Background: an optimization exercise with open tools, aiming at small area, a short achievable clock period and few clock cycles. Do not read the settings as production practice. Only simulation tests tie the RTL to the original design; equivalence was not proved. Power and IR drop assume default switching activity.

## v29
## sdseq
module sdseq (
    input             clk,
    input             rst,           
    input             op_valid,
    output            op_ready,
    input      [7:0]  op_code,
    input      [63:0] op_arg,
    output reg        rsp_valid,
    output reg [3:0]  rsp_err,
    output     [63:0] rsp_data,
    output reg        cmd_valid,
    output     [24:0] cmd_word,
    input             eng_done,
    output     [14:0] sdcr1,
    output     [14:0] sdcr2,
    output     [27:0] sdtr1,
    output     [27:0] sdtr2,
    output     [24:5] sdcmr,
    output     [13:1] sdrtr,
    output reg        busy,            
    output reg        clk_gate,
    output reg        handle_valid,
    output reg        handle_bank,
    output reg [2:0]  phase1,
    output reg [2:0]  phase2,
    output reg [1:0]  delay_ok,
    output reg        refresh_programmed,
    output     [1:0]  ready
);
export LEC_CHECK = 0
export CAP_MARGIN = 20
export CORE_MARGIN = 2
export CORE_UTILIZATION = 40
export SETUP_SLACK_MARGIN = 5
export SLEW_MARGIN = 20
create_clock -name core_clock -period 10.0 [get_ports {clk}]
standard.sh (not shown) runs the stock make flow with config.mk's settings and CLKGATE_MAP_FILE= SYNTH_SCRIPT=/design/flow/synth_recipe.tcl, a recipe that flattens the netlist after the stock synthesis.
==> flow/flow/run.sh <==
#!/bin/bash
# The standard layout (standard.sh), with the ports buffered by the
# smallest buffer cell (sky130_fd_sc_hd__buf_1) instead of the default delay
# buffer; the resizer still upsizes any that timing or slew needs.
set -euo pipefail
bash standard.sh "BUFFER_PORTS_ARGS=-buffer_cell sky130_fd_sc_hd__buf_1" finish > standard_flow.log 2>&1
Testbench counts of v29, summed over its fixed seeds: cycles 14,549.
Input-level comparison between v20 and v29:
--- a/flow/design.v
+++ b/flow/design.v
@@ -93,24 +93,22 @@
     wire [3:0] c_row = arg[45:42];
     wire [1:0] c_div = arg[47:46];
     wire [1:0] c_pipe = arg[49:48];
     wire       c_wp  = arg[50];
     wire       c_rburst = arg[51];
     wire [1:0] c_dw  = arg[53:52];
     wire       c_ba  = arg[54];
     wire       c_bank = arg[55];
-    function t_ok;
-        input [4:0] t;
-        t_ok = t[4] ? (t[3:0] == 4'd0) : (t[3:0] != 4'd0);
-    endfunction
-    wire cfg_zero = (t_mrd == 5'd0) || (t_xsr == 5'd0) || (t_ras == 5'd0) || (t_rc == 5'd0) ||
-                    (t_wr == 5'd0) || (t_rp == 5'd0) || (t_rcd == 5'd0);
-    wire cfg_ok   = t_ok(t_mrd) && t_ok(t_xsr) && t_ok(t_ras) && t_ok(t_rc) &&
-                    t_ok(t_wr) && t_ok(t_rp) && t_ok(t_rcd) &&
+    wire [6:0] t_top = {t_rcd[4], t_rp[4], t_wr[4], t_rc[4], t_ras[4], t_xsr[4], t_mrd[4]};
+    wire [6:0] t_nz  = {|t_rcd[3:0], |t_rp[3:0], |t_wr[3:0], |t_rc[3:0],
+                        |t_ras[3:0], |t_xsr[3:0], |t_mrd[3:0]};
+    wire cfg_zero = |(~t_top & ~t_nz);
+    wire cfg_over = |(t_top & t_nz);
+    wire cfg_ok   = !cfg_zero && !cfg_over &&
                     (c_cas != 3'd0) && (c_cas[2] == 1'b0) &&       
                     (c_col[3:2] == 2'b10) &&                       
                     ((c_row[3:2] == 2'b11 && !c_row[1]) ||
                      (c_row == 4'd11)) &&                           
                     c_div[1] &&                                     
                     (c_pipe != 2'd3) && (c_dw != 2'd3);
     wire [3:0] cfg_err = cfg_ok ? E_OK : cfg_zero ? E_TZERO : E_RANGE;
     wire [1:0] f_nc   = c_col[1:0];             
@@ -186,26 +184,26 @@
             for (l = 4; l >= 0; l = l - 1)
                 for (j = 3 * (1 << l) - 1; j < 34; j = j + (2 << l)) begin
                     g[j] = g[j] | (p[j] & g[j - (1 << l)]);
                     p[j] = p[j] & p[j - (1 << l)];
                 end
             add34 = p0 ^ {g[32:0], cin};
         end
     endfunction
-    wire [33:0] div_da    = add34({2'b0, div_rem}, ~{1'b0, div_den}, 1'b1);                        
-    wire [33:0] div_db    = add34({2'b0, div_rem}, ~{2'b0, div_den[32:1]}, 1'b1);                  
-    wire [33:0] div_cr    = ~{2'b0, div_rem};
+    wire [33:0] div_rn    = {2'b11, div_rem};
     wire [33:0] div_cd    = {1'b0, div_den};
     wire [33:0] div_ch    = {2'b0, div_den[32:1]};
-    wire [33:0] div_cs    = div_cr ^ div_cd ^ div_ch;
-    wire [33:0] div_cc    = (div_cr & div_cd) | (div_cr & div_ch) | (div_cd & div_ch);
-    wire [33:0] div_dc    = ~add34(div_cs, {div_cc[32:0], 1'b0}, 1'b0);                         
-    wire        div_ge    = !div_da[33];
-    wire        div_ge2   = div_ge ? !div_dc[33] : !div_db[33];
+    wire [33:0] div_da    = add34(div_rn, div_cd, 1'b0);                  
+    wire [33:0] div_db    = add34(div_rn, div_ch, 1'b0);                  
+    wire [33:0] div_cs    = div_rn ^ div_cd ^ div_ch;
+    wire [33:0] div_cc    = (div_rn & div_cd) | (div_rn & div_ch) | (div_cd & div_ch);
+    wire [33:0] div_dc    = add34(div_cs, {div_cc[32:0], 1'b0}, 1'b0);    
+    wire        div_ge    = div_da[33];
+    wire        div_ge2   = div_ge ? div_dc[33] : div_db[33];
     wire [31:0] div_r2    = div_ge ? (div_ge2 ? div_dc[31:0] : div_da[31:0])
                                    : (div_ge2 ? div_db[31:0] : div_rem);
     always @(posedge clk) begin
         if (rst) begin
             rsp_valid <= 1'b0;
             rsp_view  <= 1'b0;
             cmd_valid <= 1'b0;
             cr1       <= 15'h02D0;
@@ -225,17 +223,17 @@
             refresh_programmed <= 1'b0;
             div_run   <= 1'b0;
             div_setup <= 1'b0;
         end else begin
             rsp_valid <= 1'b0;
             cmd_valid <= 1'b0;
             if (op_ready) begin
                 cmd_lo    <= arg[4:0];
-                div_rem   <= arg[63:32];
+                div_rem   <= ~arg[63:32];
                 div_den   <= {1'b0, arg[31:0]};
                 msb_num   <= msb_pos(arg[63:32]);
                 msb_den   <= msb_pos(arg[31:0]);
             end
             if (accept) begin
                 rsp_valid <= 1'b1;
                 rsp_err   <= E_OK;
                 rsp_lo    <= 32'd0;
Notes after the runs:
- In v20, the final setup slack of the worst path came out 0.046 ns below the value in v29.
- v20 finished every stage and its layout cleared the timing, DRC and antenna checks.
- Diff v29 -> v20 | number of cells on the critical path | decrease of 8
- Looking at count of cells along the worst register-to-register path, v20 sits 1 below v29.
- Taking v29 as the reference, in v20 die footprint moved down, mapped cell area moved down, first-iteration DRC count moved down.
- Combinational power: v20 vs v29 up about 1%
- In v20, layout overhead on the synthesized area is higher than in v29.
- v29 consumes less power than v20.
- v20 ended with less logic gate share of total power than v29.
- Relative to v29, fraction of the yosys area taken by sequential cells increased by 2.0 points in v20.
- v20 vs v29 on multi-input combinational cell count: v20 is the lower one.
- Going from v29 to v20, final hold slack shrank by 0.0086 ns, utilization went up.
Testbench counts of v20, summed over its fixed seeds: cycles 14,549.

## separate check: timing with driven ports
The results above use ideal ports. As a check the final layouts listed here were re-extracted and re-timed, cells and wires unchanged.
Step 1: set_driving_cell puts a clkbuf_16 on clk and a buf_2 on each other input, an assumption about the parent block.
Step 2 adds t to the input delays and takes it off the output delays; t is the mean of the earliest and latest rising clock arrival at the registers after step 1. Input paths then give back, and output paths get back, about the clock's delay inside the block.
a / b / c = ideal ports / drivers / drivers and shift; a / b = the first two.
| run | shift t [ns] | slack for setup (ns) | worst setup path after step 2 | latest minus earliest clock arrival (ns) | pins driven straight from the clock port |
|---|---|---|---|---|---|
| v29 | 0.613 | 5.252 / 5.252 / 4.776 | input to register | 0.020 / 0.020 | 1 |
| v20 | 0.613 | 5.206 / 5.148 / 4.663 | input to register | 0.012 / 0.012 | 1 |
After both steps every run listed still meets setup and hold. For v20, which loses most, drivers alone change the setup slack by -0.058 ns; drivers and shift together by -0.543 ns.
